From an optimization exercise on the open Yosys and OpenROAD flow, aimed at small area, a short achievable clock period and few clock cycles; shortcuts taken in it are not production practice.
The RTL was checked by simulation tests, not by an equivalence proof against the original design.
Power and IR drop assume default switching activity.

// l2w_crypt
module l2w_crypt (
    input  wire        clk,
    input  wire        rst,       
    input  wire        req,       
    input  wire        we,        
    input  wire        wide,      
    input  wire [12:0] addr,      
    input  wire [31:0] wdata,
    output reg  [31:0] rdata,
    output reg         err,
    output wire        irq
);
For scale: roughly 15000 cells after synthesis, about 3400 flip-flops, roughly 84 I/O pins.
clock: 10.0 ns
lec_check: 0
abc_clock_period_in_ps: 4000
cap_margin: 20
core_margin: 2
core_utilization: 40
setup_slack_margin: 5
slew_margin: 20
run.sh (not shown) runs the stock make flow with config.mk's settings and CLKGATE_MAP_FILE= SYNTH_SCRIPT=/design/flow/synth_recipe.tcl, a recipe that flattens the netlist after the stock synthesis.
Testbench counts at the start, summed over its fixed seeds: cycles 31,200.
Rerun with:
- CTS_BUF_LIST: unset -> sky130_fd_sc_hd__clkbuf_8
- CTS_CLUSTER_DIAMETER: unset -> 60
- CTS_CLUSTER_SIZE: unset -> 16
Outcome: The new run passed the timing, DRC and antenna checks; cell count went down by about 0.65%; core utilization went down by 1.3 points; routed wire length barely changes; final area went down by 2.8%; clock power went down by 37%; power went down by 10%; maximum frequency went down by about 1.8%; hold slack improved by 6.9 ps; global-route usage went down by 0.26 points.

Another version of the RTL of l2w_crypt (not shown whole).
Size in the first run: ~15000 cells after synthesis, roughly 3400 flip-flops, ~0.18 mm² of cells after synthesis.
==> flow/design.v (excerpt) <==
module l2w_crypt (
    input  wire        clk,
    input  wire        rst,       
    input  wire        req,       
    input  wire        we,        
    input  wire        wide,      
    input  wire [12:0] addr,      
    input  wire [31:0] wdata,
    output reg  [31:0] rdata,
    output reg         err,
    output wire        irq
);
clock: 10.0 ns
lec_check: 0
abc_clock_period_in_ps: 4000
cap_margin: 20
core_margin: 2
core_utilization: 60
cts_buf_list: sky130_fd_sc_hd__clkbuf_8
cts_cluster_diameter: 60
cts_cluster_size: 16
place_density: 0.72
setup_slack_margin: 5
slew_margin: 20
Testbench counts at the start, summed over its fixed seeds: cycles 30,896.
Rerun with:
CORE_UTILIZATION = 50   (was 60)
PLACE_DENSITY = 0.65   (was 0.72)
Result: Count of clock-buffer cells in the layout goes up by 7. Cell count increases by 3.7%. Global-route usage is lower by 5.9 points. Routed wire length went up by 1.5%. Fmax went down by 2.5%. Clock skew is lower by 0.012 ns. Sequential share of layout area fell by 0.53 points. Setup slack is worse by 0.14 ns.

## job 264
l2w_crypt, a different RTL version from the one above (not shown whole).
Size in the first run: ~16000 cells after synthesis, ~3400 flip-flops.
Design l2w_crypt, start of the top module:
module l2w_crypt (
    input  wire        clk,
    input  wire        rst,       
    input  wire        req,       
    input  wire        we,        
    input  wire        wide,      
    input  wire [12:0] addr,      
    input  wire [31:0] wdata,
    output reg  [31:0] rdata,
    output reg         err,
    output wire        irq
);
    localparam integer NCORE = 8;             
    localparam integer NW    = 2 * NCORE;     
    localparam [31:0] DELTA     = 32'h9E37_79B9;
    localparam [31:0] NDELTA    = 32'h61C8_8647;   
    localparam [31:0] DEC_SUM0  = 32'hC6EF_3720;   
    localparam [127:0] FALLBACK = 128'h4473_7003_2E8A_1913_D308_A385_886A_3F24;
    localparam [3:0] R_OK = 4'd0, R_RANGE = 4'd1, R_VALID = 4'd2, R_BADCMD = 4'd3,
                     R_NOSESS = 4'd4, R_ACTIVE = 4'd5, R_KEYLEN = 4'd6;
    localparam [4:0] S_IDLE = 5'd0,  S_CHECK = 5'd1,  S_KEY = 5'd2,  S_CKF = 5'd3,
                     S_CKE  = 5'd4,  S_XSH   = 5'd5,  S_XCP = 5'd6,  S_OER = 5'd7,
                     S_OEL  = 5'd8,  S_OTL   = 5'd9,  S_ODT = 5'd10, S_ODR = 5'd11,
  ...
==> flow/config.mk <==
export PLATFORM = sky130hd
export DESIGN_NAME = l2w_crypt
export DESIGN_NICKNAME = l2w_crypt
export VERILOG_FILES = /design/flow/design.v
export SDC_FILE = /design/flow/constraint.sdc
export NUM_CORES = 4
export LEC_CHECK = 0
export ABC_CLOCK_PERIOD_IN_PS = 4000
export CAP_MARGIN = 20
export CORE_MARGIN = 2
export CORE_UTILIZATION = 40
export SLEW_MARGIN = 20
==> flow/constraint.sdc <==
create_clock -name core_clock -period 10.0 [get_ports {clk}]
set_input_delay 2.0000 -clock core_clock [delete_from_list [all_inputs] [get_ports {clk}]]
set_output_delay 2.0000 -clock core_clock [all_outputs]
set_load 0.01 [all_outputs]
standard.sh (not shown) runs the stock make flow with config.mk's settings and CLKGATE_MAP_FILE= SYNTH_SCRIPT=/design/flow/synth_recipe.tcl, a recipe that flattens the netlist after the stock synthesis.
==> flow/flow/run.sh <==
#!/bin/bash
set -euo pipefail
bash standard.sh SETUP_SLACK_MARGIN=5.5 TNS_END_PERCENT=20 finish > standard_finish.log 2>&1
Testbench counts of job 264, summed over its fixed seeds: cycles 31,200.
Input changes introduced in job 5543 (baseline for comparison: job 264):
Settings: setting SETUP_SLACK_MARGIN to 5 for the first time; setting PLACE_DENSITY to 0.65 for the first time; setting CTS_CLUSTER_DIAMETER to 60 for the first time; setting CTS_CLUSTER_SIZE to 16 for the first time; changing CORE_UTILIZATION from 40 to 50; setting CTS_BUF_LIST to sky130_fd_sc_hd__clkbuf_8 for the first time.
==> flow/run.sh (new file) <==
#!/bin/bash
# synth_recipe.tcl (not shown) runs the flow's synth.tcl, then flattens the netlist and writes it again
# the make line also repeats each setting of config.mk as NAME=value (left out here)
make -C /OpenROAD-flow-scripts/flow DESIGN_CONFIG=/design/flow/config.mk WORK_HOME=/design/flow/orfs CLKGATE_MAP_FILE= SYNTH_SCRIPT=/design/flow/synth_recipe.tcl finish
removed: flow/flow/run.sh
removed: flow/standard.sh
[summary]
- Job 5543 closes out successfully: all stages finished, all timing, DRC and antenna checks passed.
- Relative to job 264, the clock-buffer cell count measured on job 5543 has decreased by more than a quarter.
- Between job 264 and job 5543, the total chip power is lower for job 5543.
- Looking at maximum frequency, job 5543 sits 6.4 MHz higher than job 264 does.
- Job 5543: initial core utilization is 10 points higher than what job 264 reported.
Setup changes, job 5543 to job 7548
Settings: a deleted PLACE_DENSITY that had been 0.65; a change of CORE_UTILIZATION from 50 to 40.
In summary, job 7548 completed successfully, with a layout that passed the timing, DRC and antenna checks.
[compare] base=job 5543 new=job 7548: number of buffers created by CTS down 19; worst slack after detailed placement decreased 0.59 ns.
The global-route usage reported for job 7548 is smaller than that of job 5543 by 6.2 points.

[separate check: timing with driven ports]
How much do the figures lean on ideal ports? The routed layouts below were timed once more, with nothing changed but the port constraints. Step 1 (the two cells are an assumption about what drives the block):
set clk [get_ports {clk}]
set_driving_cell -lib_cell sky130_fd_sc_hd__clkbuf_16 $clk
set_driving_cell -lib_cell sky130_fd_sc_hd__buf_2 [delete_from_list [all_inputs] $clk]
Step 2 also shifts input and output timing later by t, the mid clock arrival at the registers, as if the neighbouring blocks saw the same clock. Three values: no drivers, after step 1, after step 2; two values: the first two.
run | t (ns) | slack for setup (ns) | worst slew at a driven data input, ns
the first run of note 1 | 1.082 | 4.840 / 4.840 / 3.876 | 0.29
the second run of note 1 | 1.228 | 4.748 / 4.748 / 3.798 | 0.30
the first run of note 2 | 1.204 | 4.752 / 4.752 / 3.832 | 0.14
the second run of note 2 | 1.204 | 4.616 / 4.616 / 3.796 | 0.18
job 264 | 1.070 | 4.751 / 4.751 / 3.698 | 0.34
job 5543 | 1.220 | 4.922 / 4.867 / 3.834 | 0.25
job 7548 | 1.226 | 4.743 / 4.743 / 3.752 | 0.33
After both steps every run listed still meets setup and hold. For job 5543, which loses most, drivers alone change the setup slack by -0.055 ns; drivers and shift together by -1.088 ns.
